Background: an optimization exercise with open tools, aiming at small area, a short achievable clock period and few clock cycles. Do not read the settings as production practice.
Only simulation tests tie the RTL to the original design; equivalence was not proved.

==> juniper <==
==> flow/design.v (excerpt) <==
module tpm_match (
    input  wire         clk,
    input  wire         rst,
    input  wire         start,
    input  wire         bitsonly,       
    input  wire         lenient,
    input  wire [15:0]  pos_in,
    input  wire [15:0]  trn_len,
    input  wire [15:0]  byte_off_in,
    input  wire [15:0]  dst_len,
    input  wire [31:0]  d_hdr_mark,
    input  wire [31:0]  d_hdr_space,
    input  wire [31:0]  d_bit_mark,
    input  wire [31:0]  d_one_space,
    input  wire [31:0]  d_zero_space,
    input  wire [31:0]  d_ftr_mark,
    input  wire [31:0]  d_ftr_space,
    input  wire [31:0]  d_nbits,
    input  wire [31:0]  d_cfg,
    input  wire [31:0]  d_excess,
    output wire         trn_re,
    output wire [13:0]  trn_addr,
    input  wire [31:0]  trn_rdata,
    input  wire         dst_we,
    input  wire [4:0]   dst_waddr,
    input  wire [7:0]   dst_wdata,
    output wire [255:0] dst,
    output reg          busy,
    output reg          done,
    output reg          err,
    output reg          match,
    output reg          partial,
    output reg  [7:0]   errpos,
    output reg  [15:0]  used,
    output reg  [15:0]  bits,
    output reg  [15:0]  pos_out,
    output reg  [15:0]  byte_off_out
);
Settings: LEC_CHECK=0, CAP_MARGIN=20, CORE_MARGIN=2, CORE_UTILIZATION=70, PLACE_DENSITY=0.85, SLEW_MARGIN=20; clock period 14.0 ns.
standard.sh (not shown) runs the stock make flow with config.mk's settings and CLKGATE_MAP_FILE= SYNTH_SCRIPT=/design/flow/synth_recipe.tcl, a recipe that flattens the netlist after the stock synthesis.
==> flow/flow/run.sh <==
#!/bin/bash
# The standard layout (the standard.sh, ORFS from synthesis to finish) with
# one change: the buffers ORFS puts on every input and output port are
# sky130_fd_sc_hd__buf_4 instead of its default pick, a delay buffer, so the
# port paths see less buffer delay.  Everything else is as standard.sh does it.
set -euo pipefail
export BUFFER_PORTS_ARGS="-buffer_cell sky130_fd_sc_hd__buf_4"
bash standard.sh > standard_sh.log 2>&1
==> amber: changes against juniper <==
--- a/flow/design.v
+++ b/flow/design.v
@@ -40,13 +40,15 @@
     localparam PH_HS = 3'd1;    
     localparam PH_BM = 3'd2;    
     localparam PH_BS = 3'd3;    
     localparam PH_FM = 3'd4;    
     localparam PH_FS = 3'd5;    
     wire start_ok = start && !busy;
-    reg  [3:0] nz_hm, nz_hs, nz_bm, nz_one, nz_zero, nz_fm, nz_fs, nz_nb, eq_oz;
+    reg  [3:0] nz_hm, nz_hs, nz_bm, nz_one, nz_zero, nz_fm, nz_fs, nz_nb, eq_oz, gt_oz;
+    wire       one_gt = gt_oz[3] || (eq_oz[3] && (gt_oz[2] || (eq_oz[2] &&
+                        (gt_oz[1] || (eq_oz[1] && gt_oz[0])))));
     reg        bitsonly_q;
     wire       hdr_en = !bitsonly_q && (nz_hm != 4'd0);
     wire       fm_en  = !bitsonly_q && (nz_fm != 4'd0);
     wire       fs_en  = !bitsonly_q && (nz_fs != 4'd0);
     reg        nb_nz;
     reg        ca_1, ca_10, ca_3, ca_5, ca_6, ca_7, ca_8, ca_9, ca_nbhi;
@@ -68,13 +70,12 @@
         else if (ca_9)                                             chk_b = 4'd9;
         else if (ca_nbhi || ca_nb > room)                          chk_b = 4'd4;
     end
     reg         st1, st2, st3;     
     reg         run;           
     reg         sw2;           
-    reg  [13:0] s2addr;        
     reg         iss;           
     reg  [2:0]  iph;           
     reg  [8:0]  ibleft;        
     reg  [13:0] iaddr;
     wire [2:0] iph_first = hdr_en ? PH_HM : nb_nz ? PH_BM : fm_en ? PH_FM : PH_FS;
     wire [2:0] iph_c     = st1 ? iph_first : iph;    
@@ -118,13 +119,12 @@
     reg  [7:0]  tol_q;
     reg  [31:0] x_q, z_q;
     reg  [32:0] zx_q;          
     reg  [31:0] e_m;
     reg  [32:0] ex_m;          
     reg  [32:0] ez_m;          
-    reg         gt_m;          
     reg  [31:0] v_m;           
     reg  [39:0] ts_m, tc_m;    
     reg  [39:0] t_w;           
     reg  [39:0] tz;            
     reg  [31:0] x_mp, x_mz;
     reg         x_inp, x_inz, x_cl, x_ge;
@@ -164,25 +164,38 @@
     wire [39:0] cs_s = l4[39:0];
     wire [39:0] cs_c = l4[79:40];
     wire [32:0] dn_p = {1'b0, e_m} - {1'b0, v_m};
     wire [33:0] dp_p = {2'b0, v_m} - {1'b0, ex_m};
     wire [32:0] dn_z = {1'b0, z_q} - {1'b0, v_m};
     wire [33:0] dp_z = {2'b0, v_m} - {1'b0, zx_q};
-    wire        np_p = e_m > v_m;
-    wire        pp_p = {1'b0, v_m} > ex_m;
-    wire        np_z = z_q > v_m;
-    wire        pp_z = {1'b0, v_m} > zx_q;
-    wire [31:0] w_mp = np_p ? dn_p[31:0] : dp_p[31:0];
-    wire [31:0] w_mz = np_z ? dn_z[31:0] : dp_z[31:0];
+    wire        le_p = !dn_p[32];
+    wire        le_z = !dn_z[32];
+    wire [31:0] w_mp = le_p ? dn_p[31:0] : dp_p[31:0];
+    wire [31:0] w_mz = le_z ? dn_z[31:0] : dp_z[31:0];
     wire [34:0] dsum = {2'b0, ez_m} - {2'b0, v_m, 1'b0};
     wire        dsum_z = (dsum == 35'd0);
-    wire        w_cl = gt_m ? (dsum[34] || dsum_z) : !dsum[34];
-    wire [38:0] r_p = {1'b0, t_w[39:2]} - {7'd0, x_mp} * 6'd25;
-    wire [38:0] r_z = {1'b0, tz[39:2]}  - {7'd0, x_mz} * 6'd25;
-    wire        x_wp = x_inp || !r_p[38];
-    wire        x_wz = x_inz || !r_z[38];
+    wire        w_cl = one_gt ? (dsum[34] || dsum_z) : !dsum[34];
+    function le25;
+        input [31:0] m;
+        input [37:0] tq;
+        reg   [40:0] a, b, c, d, s1, c1, s2, c2, r;
+        begin
+            a  = {3'd0, tq};
+            b  = ~{5'd0, m, 4'd0};
+            c  = ~{6'd0, m, 3'd0};
+            d  = ~{9'd0, m};
+            s1 = a ^ b ^ c;
+            c1 = {(a[39:0] & b[39:0]) | (a[39:0] & c[39:0]) | (b[39:0] & c[39:0]), 1'b0};
+            s2 = s1 ^ c1 ^ d;
+            c2 = {(s1[39:0] & c1[39:0]) | (s1[39:0] & d[39:0]) | (c1[39:0] & d[39:0]), 1'b0};
+            r  = s2 + c2 + 41'd3;
+            le25 = !r[40];
+        end
+    endfunction
+    wire        x_wp = x_inp || le25(x_mp, t_w[39:2]);
+    wire        x_wz = x_inz || le25(x_mz, tz[39:2]);
     reg  [255:0] dst_q;
     reg  [127:0] shadow;
     reg  [31:0]  touched;
     reg          lenient_q, msb_q, fatl_q;
     reg  [5:0]   wbyte;        
     reg  [8:0]   nb;           
@@ -253,14 +266,12 @@
     wire finish  = run && (chk_err ? f_v : fin);
     wire bit_we  = run && bit_wr && !chk_err;
     wire sh_we   = bit_we && (sw2 || nb[8:7] == 2'd0);    
     wire more    = nb[8] || (nb[7] && nb[6:0] != 7'd0);
     reg         cm;                
     reg         cm_match;
-    reg  [15:0] pcur;              
-    wire [15:0] pcur_nx = pcur + {14'd0, cons2, cons1};
     integer i, j;
     always @(posedge clk) begin
         tol_q     <= d_cfg[7:0];
         nb_nz     <= (d_nbits[8:3] != 6'd0);    
         bitsonly_q <= bitsonly;
         for (i = 0; i < 4; i = i + 1) begin
@@ -270,36 +281,36 @@
             nz_one[i]  <= (d_one_space[i*8 +: 8]  != 8'd0);
             nz_zero[i] <= (d_zero_space[i*8 +: 8] != 8'd0);
             nz_fm[i]   <= (d_ftr_mark[i*8 +: 8]   != 8'd0);
             nz_fs[i]   <= (d_ftr_space[i*8 +: 8]  != 8'd0);
             nz_nb[i]   <= (d_nbits[i*8 +: 8]      != 8'd0);
             eq_oz[i]   <= (d_one_space[i*8 +: 8]  == d_zero_space[i*8 +: 8]);
+            gt_oz[i]   <= (d_one_space[i*8 +: 8]  >  d_zero_space[i*8 +: 8]);
         end
         msb_q     <= d_cfg[8];
         fatl_q    <= d_cfg[9];
         x_q       <= d_excess;
         z_q       <= d_zero_space;
         trn_len_q <= trn_len;
         dst_len_q <= dst_len;
         zx_q      <= {1'b0, z_q} + {1'b0, x_q};
         e1        <= busy ? e_sel : d_zero_space;
         e_m       <= e1;
         ex_m      <= {1'b0, e1} + {1'b0, x_q};
         ez_m      <= {1'b0, e1} + {1'b0, z_q};
-        gt_m      <= e1 > z_q;
         v_m       <= trn_rdata;
         ts_m      <= cs_s;
         tc_m      <= cs_c;
         t_w       <= ts_m + tc_m;
         if (st3) tz <= t_w;
         x_mp      <= w_mp;
         x_mz      <= w_mz;
-        x_inp     <= !(np_p || pp_p);
-        x_inz     <= !(np_z || pp_z);
+        x_inp     <= !le_p && dp_p[33];
+        x_inz     <= !le_z && dp_z[33];
         x_cl      <= w_cl;
-        x_ge      <= !np_p;                
+        x_ge      <= dn_p[32] || (dn_p == 33'd0);    
         f_wp      <= x_wp;
         f_wz      <= x_wz;
         f_cl      <= x_cl;
         f_ge      <= x_ge;
         ca_1    <= (trn_len_q[15] || (trn_len_q[14] && trn_len_q[13:0] != 14'd0)) ||
                    (dst_len_q[15:6] != 10'd0 || (dst_len_q[5] && dst_len_q[4:0] != 5'd0));
@@ -336,17 +347,15 @@
                 iaddr <= iaddr + (sw2 ? 14'd2 : 14'd1);
                 iph   <= iph_nx;
                 if (iph_c == PH_BS) ibleft <= ibleft - 9'd1;
                 if (i_last) iss <= 1'b0;
             end
             used <= used + {14'd0, cons2, cons1};
-            pcur <= pcur_nx;
             if (bit_we) begin
                 nb <= nb + 9'd1;
                 if (nb[2:0] == 3'd7) wbyte <= wbyte + 6'd1;
-                if (!sw2 && nb[8:0] == 9'd128) s2addr <= pcur[13:0] + 14'd1;
             end
             if (sh_we) begin
                 for (i = 0; i < 32; i = i + 1)
                     if (wbyte[4:0] == i) touched[i] <= 1'b1;
                 for (i = 0; i < 16; i = i + 1)
                     if (wbyte[3:0] == i)
@@ -365,28 +374,26 @@
                 cm_match <= !chk_err && fin_match;
                 if (!sw2) begin
                     err      <= chk_err;
                     errpos   <= {4'd0, chk_q};
                     match    <= !chk_err && fin_match;
                     partial  <= !chk_err && fin_match && fin_partial;
-                    if (chk_err || !fin_match) begin
+                    if (chk_err || !fin_match)
                         used <= 16'd0;
-                    end else begin
-                        pos_out <= pcur_nx;
-                    end
                 end
             end
         end
         if (cm) begin
             cm <= 1'b0;
+            if (!sw2) pos_out <= pos_out + used;    
             if (cm_match && !sw2 && more) begin
                 run     <= 1'b1;
                 iss     <= 1'b1;
                 sw2     <= 1'b1;
                 iph     <= PH_BS;
-                iaddr   <= s2addr;
+                iaddr   <= pos_in[13:0] + (hdr_en ? 14'd259 : 14'd257);
                 ibleft  <= nb[8:0] - 9'd128;
                 nb    <= 9'd128;
                 wbyte   <= byte_off_out[5:0] + 6'd16;
                 touched <= 32'd0;
             end else begin
                 busy <= 1'b0;
@@ -425,13 +432,12 @@
                 if (hw_sel[i]) dst_q[i*8 +: 8] <= dst_wdata;
         end
         if (st1) begin
             lenient_q    <= lenient;
             used         <= 16'd0;
             nb           <= 9'd0;
-            pcur         <= pos_in;
             pos_out      <= pos_in;
             byte_off_out <= byte_off_in;
             wbyte        <= byte_off_in[5:0];
             touched      <= 32'd0;
         end
     end
CORE_UTILIZATION = 60   (was 70)
CTS_BUF_LIST = sky130_fd_sc_hd__clkbuf_8   (was default)
PLACE_DENSITY = 0.75   (was 0.85)
==> raven: changes against juniper <==
--- a/flow/design.v
+++ b/flow/design.v
@@ -40,13 +40,15 @@
     localparam PH_HS = 3'd1;    
     localparam PH_BM = 3'd2;    
     localparam PH_BS = 3'd3;    
     localparam PH_FM = 3'd4;    
     localparam PH_FS = 3'd5;    
     wire start_ok = start && !busy;
-    reg  [3:0] nz_hm, nz_hs, nz_bm, nz_one, nz_zero, nz_fm, nz_fs, nz_nb, eq_oz;
+    reg  [3:0] nz_hm, nz_hs, nz_bm, nz_one, nz_zero, nz_fm, nz_fs, nz_nb, eq_oz, gt_oz;
+    wire       one_gt = gt_oz[3] || (eq_oz[3] && (gt_oz[2] || (eq_oz[2] &&
+                        (gt_oz[1] || (eq_oz[1] && gt_oz[0])))));
     reg        bitsonly_q;
     wire       hdr_en = !bitsonly_q && (nz_hm != 4'd0);
     wire       fm_en  = !bitsonly_q && (nz_fm != 4'd0);
     wire       fs_en  = !bitsonly_q && (nz_fs != 4'd0);
     reg        nb_nz;
     reg        ca_1, ca_10, ca_3, ca_5, ca_6, ca_7, ca_8, ca_9, ca_nbhi;
@@ -68,13 +70,12 @@
         else if (ca_9)                                             chk_b = 4'd9;
         else if (ca_nbhi || ca_nb > room)                          chk_b = 4'd4;
     end
     reg         st1, st2, st3;     
     reg         run;           
     reg         sw2;           
-    reg  [13:0] s2addr;        
     reg         iss;           
     reg  [2:0]  iph;           
     reg  [8:0]  ibleft;        
     reg  [13:0] iaddr;
     wire [2:0] iph_first = hdr_en ? PH_HM : nb_nz ? PH_BM : fm_en ? PH_FM : PH_FS;
     wire [2:0] iph_c     = st1 ? iph_first : iph;    
@@ -118,13 +119,12 @@
     reg  [7:0]  tol_q;
     reg  [31:0] x_q, z_q;
     reg  [32:0] zx_q;          
     reg  [31:0] e_m;
     reg  [32:0] ex_m;          
     reg  [32:0] ez_m;          
-    reg         gt_m;          
     reg  [31:0] v_m;           
     reg  [39:0] ts_m, tc_m;    
     reg  [39:0] t_w;           
     reg  [39:0] tz;            
     reg  [31:0] x_mp, x_mz;
     reg         x_inp, x_inz, x_cl, x_ge;
@@ -164,25 +164,53 @@
     wire [39:0] cs_s = l4[39:0];
     wire [39:0] cs_c = l4[79:40];
     wire [32:0] dn_p = {1'b0, e_m} - {1'b0, v_m};
     wire [33:0] dp_p = {2'b0, v_m} - {1'b0, ex_m};
     wire [32:0] dn_z = {1'b0, z_q} - {1'b0, v_m};
     wire [33:0] dp_z = {2'b0, v_m} - {1'b0, zx_q};
-    wire        np_p = e_m > v_m;
-    wire        pp_p = {1'b0, v_m} > ex_m;
-    wire        np_z = z_q > v_m;
-    wire        pp_z = {1'b0, v_m} > zx_q;
-    wire [31:0] w_mp = np_p ? dn_p[31:0] : dp_p[31:0];
-    wire [31:0] w_mz = np_z ? dn_z[31:0] : dp_z[31:0];
+    function ge32;
+        input [31:0] a, b;
+        reg   [31:0] g, p;
+        integer k, d;
+        begin
+            g = a & ~b;                
+            p = a | ~b;                
+            for (d = 1; d < 32; d = d * 2)
+                for (k = 31; k >= d; k = k - 1) begin
+                    g[k] = g[k] | (p[k] & g[k-d]);
+                    p[k] = p[k] & p[k-d];
+                end
+            ge32 = g[31] | p[31];      
+        end
+    endfunction
+    wire        le_p = ge32(e_m, v_m);
+    wire        le_z = ge32(z_q, v_m);
+    wire [31:0] w_mp = le_p ? dn_p[31:0] : dp_p[31:0];
+    wire [31:0] w_mz = le_z ? dn_z[31:0] : dp_z[31:0];
     wire [34:0] dsum = {2'b0, ez_m} - {2'b0, v_m, 1'b0};
     wire        dsum_z = (dsum == 35'd0);
-    wire        w_cl = gt_m ? (dsum[34] || dsum_z) : !dsum[34];
-    wire [38:0] r_p = {1'b0, t_w[39:2]} - {7'd0, x_mp} * 6'd25;
-    wire [38:0] r_z = {1'b0, tz[39:2]}  - {7'd0, x_mz} * 6'd25;
-    wire        x_wp = x_inp || !r_p[38];
-    wire        x_wz = x_inz || !r_z[38];
+    wire        w_cl = one_gt ? (dsum[34] || dsum_z) : !dsum[34];
+    function le25;
+        input [31:0] m;
+        input [37:0] tq;
+        reg   [40:0] a, b, c, d, s1, c1, s2, c2, r;
+        begin
+            a  = {3'd0, tq};
+            b  = ~{5'd0, m, 4'd0};
+            c  = ~{6'd0, m, 3'd0};
+            d  = ~{9'd0, m};
+            s1 = a ^ b ^ c;
+            c1 = {(a[39:0] & b[39:0]) | (a[39:0] & c[39:0]) | (b[39:0] & c[39:0]), 1'b0};
+            s2 = s1 ^ c1 ^ d;
+            c2 = {(s1[39:0] & c1[39:0]) | (s1[39:0] & d[39:0]) | (c1[39:0] & d[39:0]), 1'b0};
+            r  = s2 + c2 + 41'd3;
+            le25 = !r[40];
+        end
+    endfunction
+    wire        x_wp = x_inp || le25(x_mp, t_w[39:2]);
+    wire        x_wz = x_inz || le25(x_mz, tz[39:2]);
     reg  [255:0] dst_q;
     reg  [127:0] shadow;
     reg  [31:0]  touched;
     reg          lenient_q, msb_q, fatl_q;
     reg  [5:0]   wbyte;        
     reg  [8:0]   nb;           
@@ -253,14 +281,12 @@
     wire finish  = run && (chk_err ? f_v : fin);
     wire bit_we  = run && bit_wr && !chk_err;
     wire sh_we   = bit_we && (sw2 || nb[8:7] == 2'd0);    
     wire more    = nb[8] || (nb[7] && nb[6:0] != 7'd0);
     reg         cm;                
     reg         cm_match;
-    reg  [15:0] pcur;              
-    wire [15:0] pcur_nx = pcur + {14'd0, cons2, cons1};
     integer i, j;
     always @(posedge clk) begin
         tol_q     <= d_cfg[7:0];
         nb_nz     <= (d_nbits[8:3] != 6'd0);    
         bitsonly_q <= bitsonly;
         for (i = 0; i < 4; i = i + 1) begin
@@ -270,36 +296,36 @@
             nz_one[i]  <= (d_one_space[i*8 +: 8]  != 8'd0);
             nz_zero[i] <= (d_zero_space[i*8 +: 8] != 8'd0);
             nz_fm[i]   <= (d_ftr_mark[i*8 +: 8]   != 8'd0);
             nz_fs[i]   <= (d_ftr_space[i*8 +: 8]  != 8'd0);
             nz_nb[i]   <= (d_nbits[i*8 +: 8]      != 8'd0);
             eq_oz[i]   <= (d_one_space[i*8 +: 8]  == d_zero_space[i*8 +: 8]);
+            gt_oz[i]   <= (d_one_space[i*8 +: 8]  >  d_zero_space[i*8 +: 8]);
         end
         msb_q     <= d_cfg[8];
         fatl_q    <= d_cfg[9];
         x_q       <= d_excess;
         z_q       <= d_zero_space;
         trn_len_q <= trn_len;
         dst_len_q <= dst_len;
         zx_q      <= {1'b0, z_q} + {1'b0, x_q};
-        e1        <= busy ? e_sel : d_zero_space;
+        e1        <= run ? e_sel : d_zero_space;
         e_m       <= e1;
         ex_m      <= {1'b0, e1} + {1'b0, x_q};
         ez_m      <= {1'b0, e1} + {1'b0, z_q};
-        gt_m      <= e1 > z_q;
         v_m       <= trn_rdata;
         ts_m      <= cs_s;
         tc_m      <= cs_c;
         t_w       <= ts_m + tc_m;
         if (st3) tz <= t_w;
         x_mp      <= w_mp;
         x_mz      <= w_mz;
-        x_inp     <= !(np_p || pp_p);
-        x_inz     <= !(np_z || pp_z);
+        x_inp     <= !le_p && dp_p[33];
+        x_inz     <= !le_z && dp_z[33];
         x_cl      <= w_cl;
-        x_ge      <= !np_p;                
+        x_ge      <= dn_p[32] || (dn_p == 33'd0);    
         f_wp      <= x_wp;
         f_wz      <= x_wz;
         f_cl      <= x_cl;
         f_ge      <= x_ge;
         ca_1    <= (trn_len_q[15] || (trn_len_q[14] && trn_len_q[13:0] != 14'd0)) ||
                    (dst_len_q[15:6] != 10'd0 || (dst_len_q[5] && dst_len_q[4:0] != 5'd0));
@@ -324,29 +350,27 @@
         f_v  <= x_v && !finish;
         st1  <= start_ok;
         st2  <= st1;
         st3  <= st2;
         if (st2)      mrem <= trn_len_q - pos_out;
         else if (w_v) mrem <= mrem - 16'd1;
-        if (!busy) begin
+        if (!run) begin
             ibleft    <= d_nbits[8:0];
             iaddr     <= pos_in[13:0];
         end
         if (run) begin
             if (iss) begin
                 iaddr <= iaddr + (sw2 ? 14'd2 : 14'd1);
                 iph   <= iph_nx;
                 if (iph_c == PH_BS) ibleft <= ibleft - 9'd1;
                 if (i_last) iss <= 1'b0;
             end
             used <= used + {14'd0, cons2, cons1};
-            pcur <= pcur_nx;
             if (bit_we) begin
                 nb <= nb + 9'd1;
                 if (nb[2:0] == 3'd7) wbyte <= wbyte + 6'd1;
-                if (!sw2 && nb[8:0] == 9'd128) s2addr <= pcur[13:0] + 14'd1;
             end
             if (sh_we) begin
                 for (i = 0; i < 32; i = i + 1)
                     if (wbyte[4:0] == i) touched[i] <= 1'b1;
                 for (i = 0; i < 16; i = i + 1)
                     if (wbyte[3:0] == i)
@@ -365,28 +389,26 @@
                 cm_match <= !chk_err && fin_match;
                 if (!sw2) begin
                     err      <= chk_err;
                     errpos   <= {4'd0, chk_q};
                     match    <= !chk_err && fin_match;
                     partial  <= !chk_err && fin_match && fin_partial;
-                    if (chk_err || !fin_match) begin
+                    if (chk_err || !fin_match)
                         used <= 16'd0;
-                    end else begin
-                        pos_out <= pcur_nx;
-                    end
                 end
             end
         end
         if (cm) begin
             cm <= 1'b0;
+            if (!sw2) pos_out <= pos_out + used;    
             if (cm_match && !sw2 && more) begin
                 run     <= 1'b1;
                 iss     <= 1'b1;
                 sw2     <= 1'b1;
                 iph     <= PH_BS;
-                iaddr   <= s2addr;
+                iaddr   <= pos_in[13:0] + (hdr_en ? 14'd259 : 14'd257);
                 ibleft  <= nb[8:0] - 9'd128;
                 nb    <= 9'd128;
                 wbyte   <= byte_off_out[5:0] + 6'd16;
                 touched <= 32'd0;
             end else begin
                 busy <= 1'b0;
@@ -401,21 +423,21 @@
             run   <= 1'b0;
             iss   <= 1'b0;
             sw2   <= 1'b0;
             cm    <= 1'b0;
             busy  <= 1'b0;
             done  <= 1'b0;
-            m_v   <= 1'b0;
-            w_v   <= 1'b0;
-            x_v   <= 1'b0;
-            f_v   <= 1'b0;
         end else if (start_ok) begin
             run   <= 1'b1;
             iss   <= 1'b1;
             busy  <= 1'b1;
             done  <= 1'b0;
+            m_v   <= 1'b0;
+            w_v   <= 1'b0;
+            x_v   <= 1'b0;
+            f_v   <= 1'b0;
         end
         if (rst)
             dst_q <= 256'd0;
         else if (cm) begin
             if (cm_match)
                 for (i = 0; i < 32; i = i + 1)
@@ -425,13 +447,12 @@
                 if (hw_sel[i]) dst_q[i*8 +: 8] <= dst_wdata;
         end
         if (st1) begin
             lenient_q    <= lenient;
             used         <= 16'd0;
             nb           <= 9'd0;
-            pcur         <= pos_in;
             pos_out      <= pos_in;
             byte_off_out <= byte_off_in;
             wbyte        <= byte_off_in[5:0];
             touched      <= 32'd0;
         end
     end
CAP_MARGIN = 60   (was 20)
CORE_UTILIZATION = 65   (was 70)
CTS_BUF_LIST = sky130_fd_sc_hd__clkbuf_8   (was default)
CTS_CLUSTER_DIAMETER = 50   (was default)
CTS_CLUSTER_SIZE = 20   (was default)
PLACE_DENSITY = 0.8   (was 0.85)
SLEW_MARGIN = 60   (was 20)
==> results.toml <==
[outcome]
status = "timing/DRC/antenna clean"

[grt]
grt_max_degree = 87

[setup_path]
arrival_ps = 5560
rrSetupSlack_ps = 9160

[timing]
slew_headroom = 0.5394

[placed_design]
gp_congestion = 1.049

[layout]
final_cell_mix = "908 x nor2_1, 906 x dfxtp_1, 818 x buf_4"

[power_and_ir_drop]
p_int_uw = 8510
p_total_uw = 15410

[clock_tree]
htreeDepth = 3
-- figures above: raven

==> results.toml <==
[power_and_ir_drop]
p_total_uw = 17430
p_int_uw = 9845

[timing]
slew_headroom = 0.1507

[grt]
grt_max_degree = 119

[clock_tree]
htreeDepth = 3

[setup_path]
arrival_ps = 5400

[outcome]
status = "timing/DRC/antenna clean"
-- figures above: juniper

==> results.toml <==
[placed_design]
gp_congestion = 1.037

[power_and_ir_drop]
p_total_uw = 15670
p_int_uw = 9209
swShare = 0.4123

[outcome]
status = "timing/DRC/antenna clean"

[grt]
grt_max_degree = 101

[setup_path]
arrival_ps = 2150

[clock_tree]
htreeDepth = 4
-- figures above: amber

Testbench counts of juniper, summed over its fixed seeds: cycles 26,880.
Testbench counts of amber, summed over its fixed seeds: cycles 26,880.
Testbench counts of raven, summed over its fixed seeds: cycles 26,880.

[separate check: timing with driven ports]
Ports are ideal in the flow. The routed layouts listed here were re-timed in OpenROAD. Step 1: set_driving_cell puts a clkbuf_16 on clk and a buf_2 on each other input, an assumption about the parent block. Step 2 moves the port delays by t, midway between the first and last clock arrival at a register: inputs arrive t later, outputs are due t later. That takes back most of the time a late clock gives input paths. Three values: ideal, step 1, step 2; two values: the first two.
run | t, ns | slack for setup (ns) | worst register clock-pin slew, ns | worst slew at a driven data input, ns | cell pins on the clock port's net
juniper | 0.813 | 9.238 / 9.281 / 8.468 | 0.07 / 0.07 | 0.28 | 1
amber | 0.990 | 9.048 / 8.970 / 8.796 | 0.07 / 0.07 | 0.25 | 1
raven | 0.952 | 9.158 / 9.158 / 9.037 | 0.12 / 0.12 | 0.23 | 1
After both steps every run listed still meets setup and hold. The setup slack of juniper, which loses most, moves by +0.043 ns with the drivers and by -0.770 ns with both steps.
